Context: an optimization exercise on an open-source flow, tuned for small area, a short achievable clock period and few clock cycles. The choices shown serve that exercise and are no tape-out recipe.
Function was checked by simulation only, so behaviour that the tests miss may differ from the original.
Power figures rest on the tool's default switching activity, not on a simulated workload.

red:
==> flow/design.v (excerpt) <==
module ambi_core (
    input  wire        clk,
    input  wire        rst,            
    input  wire        cmd_valid,
    output wire        cmd_ready,
    input  wire [3:0]  cmd_op,
    input  wire [7:0]  cmd_addr,
    input  wire [31:0] cmd_data,
    output wire        out_valid,
    input  wire        out_ready,
    output wire [7:0]  out_data,
    output wire        out_last,
    output reg         rsp_valid,
    output reg  [31:0] rsp_data
);
==> flow/config.mk <==
export PLATFORM = sky130hd
export DESIGN_NAME = ambi_core
export DESIGN_NICKNAME = ambi_core
export VERILOG_FILES = /design/flow/design.v
export SDC_FILE = /design/flow/constraint.sdc
export NUM_CORES = 8
export LEC_CHECK = 0
export CAP_MARGIN = 40
export CORE_MARGIN = 2
export CORE_UTILIZATION = 40
export CTS_CLUSTER_DIAMETER = 80
export CTS_CLUSTER_SIZE = 20
export SETUP_SLACK_MARGIN = 2
export SLEW_MARGIN = 40
==> flow/constraint.sdc <==
create_clock -name core_clock -period 70.0 [get_ports {clk}]
set_input_delay 14.0000 -clock core_clock [delete_from_list [all_inputs] [get_ports {clk}]]
set_output_delay 14.0000 -clock core_clock [all_outputs]
set_load 0.01 [all_outputs]
standard.sh (not shown) runs the stock make flow with config.mk's settings and CLKGATE_MAP_FILE= SYNTH_SCRIPT=/design/flow/synth_recipe.tcl, a recipe that flattens the netlist after the stock synthesis.
==> flow/flow/run.sh <==
#!/bin/bash
# The standard layout, with a stronger buffer on every port than the
# default choice of buffer_ports.
set -euo pipefail
export BUFFER_PORTS_ARGS="-buffer_cell sky130_fd_sc_hd__buf_4"
bash standard.sh finish > standard_flow.log 2>&1
The flow did not stop early for red: all stages ran, and the layout cleared the timing, design-rule and antenna checks.
Testbench counts of red, summed over its fixed seeds: cycles 4,465.
> inputs changed (red -> blue)
--- a/flow/design.v
+++ b/flow/design.v
@@ -1177,18 +1177,18 @@
     reg  [7:0] lr [0:255];
     reg  [7:0] ph;
     reg        sweep;                   
     wire [7:0] ins_slot  = ph + 8'd1;
     wire [7:0] ins_entry = {ins_slot[0], ins_slot[7:1]};
     reg        rdy_r;
     reg        rdy_port;            
-    reg        h_v;
-    reg [3:0]  h_op;
-    reg [7:0]  h_addr;
-    reg [31:0] h_data;
+    reg        h_v, q_v;
+    reg [3:0]  h_op, q_op;
+    reg [7:0]  h_addr, q_addr;
+    reg [31:0] h_data, q_data;
     assign cmd_ready = rdy_port;
     wire h_show   = h_op == 4'd0;
     wire h_smooth = h_op == 4'd1;
     wire h_bright = h_op == 4'd2;
     wire h_lut    = h_op == 4'd3;
     wire h_pix    = h_op == 4'd4;
     wire h_new    = h_op == 4'd5;
@@ -1257,37 +1257,37 @@
                 px_cnt <= px_cnt + 5'd1;
         end
     end
     wire        px_inc = h_data[7] & ((|h_data[6:0]) | h_data[8]);
     wire [30:0] px_mag = {8'd158 - {3'd0, px_cnt}, h_data[30:8]} + {30'd0, px_inc};
     wire [31:0] pix_f  = px_zero ? 32'd0 : {px_sg, px_mag};
     wire h_free = !h_v | h_exec;
-    wire x_new = cmd_op == 4'd5;
-    wire x_nop = cmd_op[3] & (cmd_op[2:0] != 3'd0);
-    wire x_at  = (cmd_addr[7:5] != 3'd0) | (cmd_addr[4:3] == 2'b11) | (cmd_addr[4:0] == rph5);
-    wire x_can = x_nop | (x_new & x_at);
-    wire h_soon = h_v & h_new & (h_addr[4:0] == rph5);
+    wire push   = cmd_valid & rdy_r;
     always @(posedge clk) begin
         if (rdy_r) begin
-            h_op   <= cmd_op;
-            h_addr <= cmd_addr;
-            h_data <= cmd_data;
+            q_op   <= cmd_op;
+            q_addr <= cmd_addr;
+            q_data <= cmd_data;
+        end
+        if (h_free) begin
+            h_op   <= q_v ? q_op   : cmd_op;
+            h_addr <= q_v ? q_addr : cmd_addr;
+            h_data <= q_v ? q_data : cmd_data;
         end else if (px_step)
             h_data <= px_next;
         if (rst | rst_q | sweep) begin
             h_v      <= 1'b0;
+            q_v      <= 1'b0;
             rdy_r    <= !rst & !rst_q & (ph == 8'd255);
             rdy_port <= !rst & !rst_q & (ph == 8'd255);
         end else begin
-            if (rdy_r)
-                h_v <= cmd_valid;
-            else if (h_exec)
-                h_v <= 1'b0;
-            rdy_r    <= rdy_r ? (!cmd_valid | x_can) : (h_free | h_soon);
-            rdy_port <= rdy_port ? (!cmd_valid | x_can) : (h_free | h_soon);
+            h_v      <= h_free ? (q_v | push) : 1'b1;
+            q_v      <= h_free ? 1'b0 : (q_v | push);
+            rdy_r    <= h_free | (!q_v & !push);
+            rdy_port <= h_free | (!q_v & !(cmd_valid & rdy_port));
         end
     end
     reg [31:0] alpha;
     reg [31:0] bright;
     reg        an_z;            
     reg [9:0]  an_e;            
     reg [23:0] an_m;            
### Flow results
- blue ends up with higher routed via count than red does.
- Proportion of power drawn by the clock network: red vs blue, no meaningful difference
- For blue, the launch point of the worst path was ol_port, unlike red, where it was cmd_addr[4].
- Relative to red, synthesized area increased by 0.79% in blue.
- Changes observed in blue relative to red: non-clock buffer area fraction after layout held steady, pin count of the biggest net entering global routing shrank by about 2.5%, part of the Yosys area used for sequential elements grew by 0.47 points.
- Re final cell count: red was lower than blue.
Testbench counts of blue, summed over its fixed seeds: cycles 4,451.

========
## before
ambi_core, a different RTL version from the one above (not shown whole).
For scale: about 13,000 cells after synthesis, ~3,600 flip-flops, about 92 I/O pins, about 130,000 um^2 of cells after synthesis.
Settings: LEC_CHECK=0, ABC_AREA=1, CAP_MARGIN=40, CORE_MARGIN=2, CORE_UTILIZATION=40, CTS_CLUSTER_DIAMETER=80, CTS_CLUSTER_SIZE=25, SLEW_MARGIN=40; clock period 70.0 ns.
==> flow/flow/run.sh <==
#!/bin/bash
# The standard layout with three changes:
#  - synthesis maps with flow/abc_area.script, an area-first ABC script
#    (rewriting, then map -a with buffering and sizing, three times over), in place of
#    ORFS's abc_area.script, and lowers adders with Yosys's own carry
#    lookahead instead of ORFS's Kogge-Stone map (SYNTH_OPERATIONS_ARGS set);
#    everything else in synthesis, registers included, is the standard one
#  - a stronger buffer (buf_4) on every port than buffer_ports picks by itself
#  - timing repair aimed at a slack of 54.6 ns on the design's 70 ns clock
set -euo pipefail
export BUFFER_PORTS_ARGS="-buffer_cell sky130_fd_sc_hd__buf_4"
export SETUP_SLACK_MARGIN=54.6
rm -rf scripts_abc
cp -r "$FLOW_HOME/scripts" scripts_abc
cp flow/abc_area.script scripts_abc/abc_area.script
sed "s#\"\${@:-finish}\"#SCRIPTS_DIR=$PWD/scripts_abc \"\${@:-finish}\"#" standard.sh > standard_abc.sh
SYNTH_OPERATIONS_ARGS="-noshare" bash standard_abc.sh synth > synth_flow.log 2>&1
bash standard.sh finish > standard_flow.log 2>&1
==> flow/flow/abc_area.script <==
strash
balance
rewrite
refactor
balance
rewrite
rewrite -z
balance
refactor -z
rewrite -z
balance
strash
dch
map -a
topo
stime -c
buffer -c
upsize -c
dnsize -c
strash
dch
map -a
topo
stime -c
buffer -c
upsize -c
dnsize -c
strash
dch
map -a
topo
stime -c
buffer -c
upsize -c
dnsize -c
Testbench counts of before, summed over its fixed seeds: cycles 4,329.
Input-level comparison between after and before:
--- a/flow/design.v
+++ b/flow/design.v
@@ -1550,18 +1550,17 @@
     reg [4:0]  rph;             
     reg [1:0]  pm;              
     reg [4:0]  pc;              
     reg        clear_m;         
     reg        px_put;          
     reg        smooth_m;        
     reg        xfer_pend;       
     reg        ov_r, ol_r;      
-    reg [7:0]  od_r;            
-    reg [7:0]  od_n;            
+    reg [7:0]  od_r;
     reg        px_busy;         
     reg        px_abs;          
     reg        px_sg;           
     reg        px_zero;         
     reg [4:0]  px_cnt;          
     wire       fpass = proc_busy & smooth_m;                
     wire [4:0] e0 = (rph >= 5'd7)  ? rph - 5'd7  : rph + 5'd17;
     wire [4:0] e1 = (rph >= 5'd15) ? rph - 5'd15 : rph + 5'd9;
@@ -1877,20 +1876,19 @@
         if (rst | rst_q)
             ov_r <= 1'b0;
         else if (start)
             ov_r <= 1'b1;
         else if (adv & ol_r)
             ov_r <= 1'b0;
         ov_pn <= rst | rst_q | !(start | (ov_r & !(adv & ol_r)));
         if (start | (adv & !ol_r)) begin
-            od_n <= ~(o_byp ? o_wd : o_rd);
+            od_r <= o_byp ? o_wd : o_rd;
             ol_r <= xptr == NCH - 1;
         end
-        od_r  <= (start | (adv & !ol_r)) ? (o_byp ? o_wd : o_rd) : ~od_n;
         ol_pn <= (start | (adv & !ol_r)) ? (xptr != NCH - 1) : !ol_r;
         if (rst_q) begin
             xfer_pend <= 1'b0;
             xptr      <= 5'd0;
             gcnt      <= 3'd0;
         end else begin
             if (h_exec & h_xop)
                 xfer_pend <= 1'b1;
Results
Going from before to after, the transition at the pin with the smallest max-transition slack was found to have gone down by 25 ps. Between before and after, the difference in initial standard-cell utilization of the core is negligible. For register area share after synthesis, after and before come out practically identical. The setup slack of after falls short of that of before by 170 ps. When after is measured against before, its area growth from synthesis to layout turns out 0.36 points lower. For number of filler instances in the final layout, before and after come out practically identical. Number of non-filler instances in the completed layout down about 0.4% in after wrt before. Between after and before, it is after whose overall routing resource usage is lower, by 4.3 points. For sequential cell count, after and before come out practically identical. Re via density per instance: before and after aren't equal, and the higher value belongs to before. before → after: global routing met3 resource utilization lower; combinational power now smaller.
Testbench counts of after, summed over its fixed seeds: cycles 4,329.

## re-timing with driven ports
In the flow no input, the clock included, has a driving cell. The finished layouts below were timed again as built, in two steps. Step 1: set_driving_cell puts a clkbuf_16 on clk and a buf_2 on each other input, an assumption about the parent block. Step 2 times the ports against the registers' clock, not the clock port: input delays grow and output delays shrink by t, the midpoint of the rising clock arrivals with the driver on. Slacks: no drivers / after step 1 / after step 2; pairs: no drivers / after step 1.
run | shift t [ns] | slack for setup (ns) | clock arrival spread, ns | worst data-port slew with drivers (ns) | cell pins on the clock port's net
red | 1.048 | 54.106 / 54.191 / 53.143 | 0.190 / 0.189 | 0.05 | 1
blue | 1.095 | 54.398 / 54.290 / 54.868 | 0.143 / 0.143 | 0.06 | 1
before | 1.041 | 54.591 / 54.472 / 54.013 | 0.080 / 0.080 | 0.04 | 1
after | 1.047 | 54.425 / 54.319 / 54.292 | 0.140 / 0.139 | 0.07 | 1
After both steps setup and hold are still met in every run listed. The setup slack of red, which loses most, moves by +0.085 ns with the drivers and by -0.963 ns with both steps.
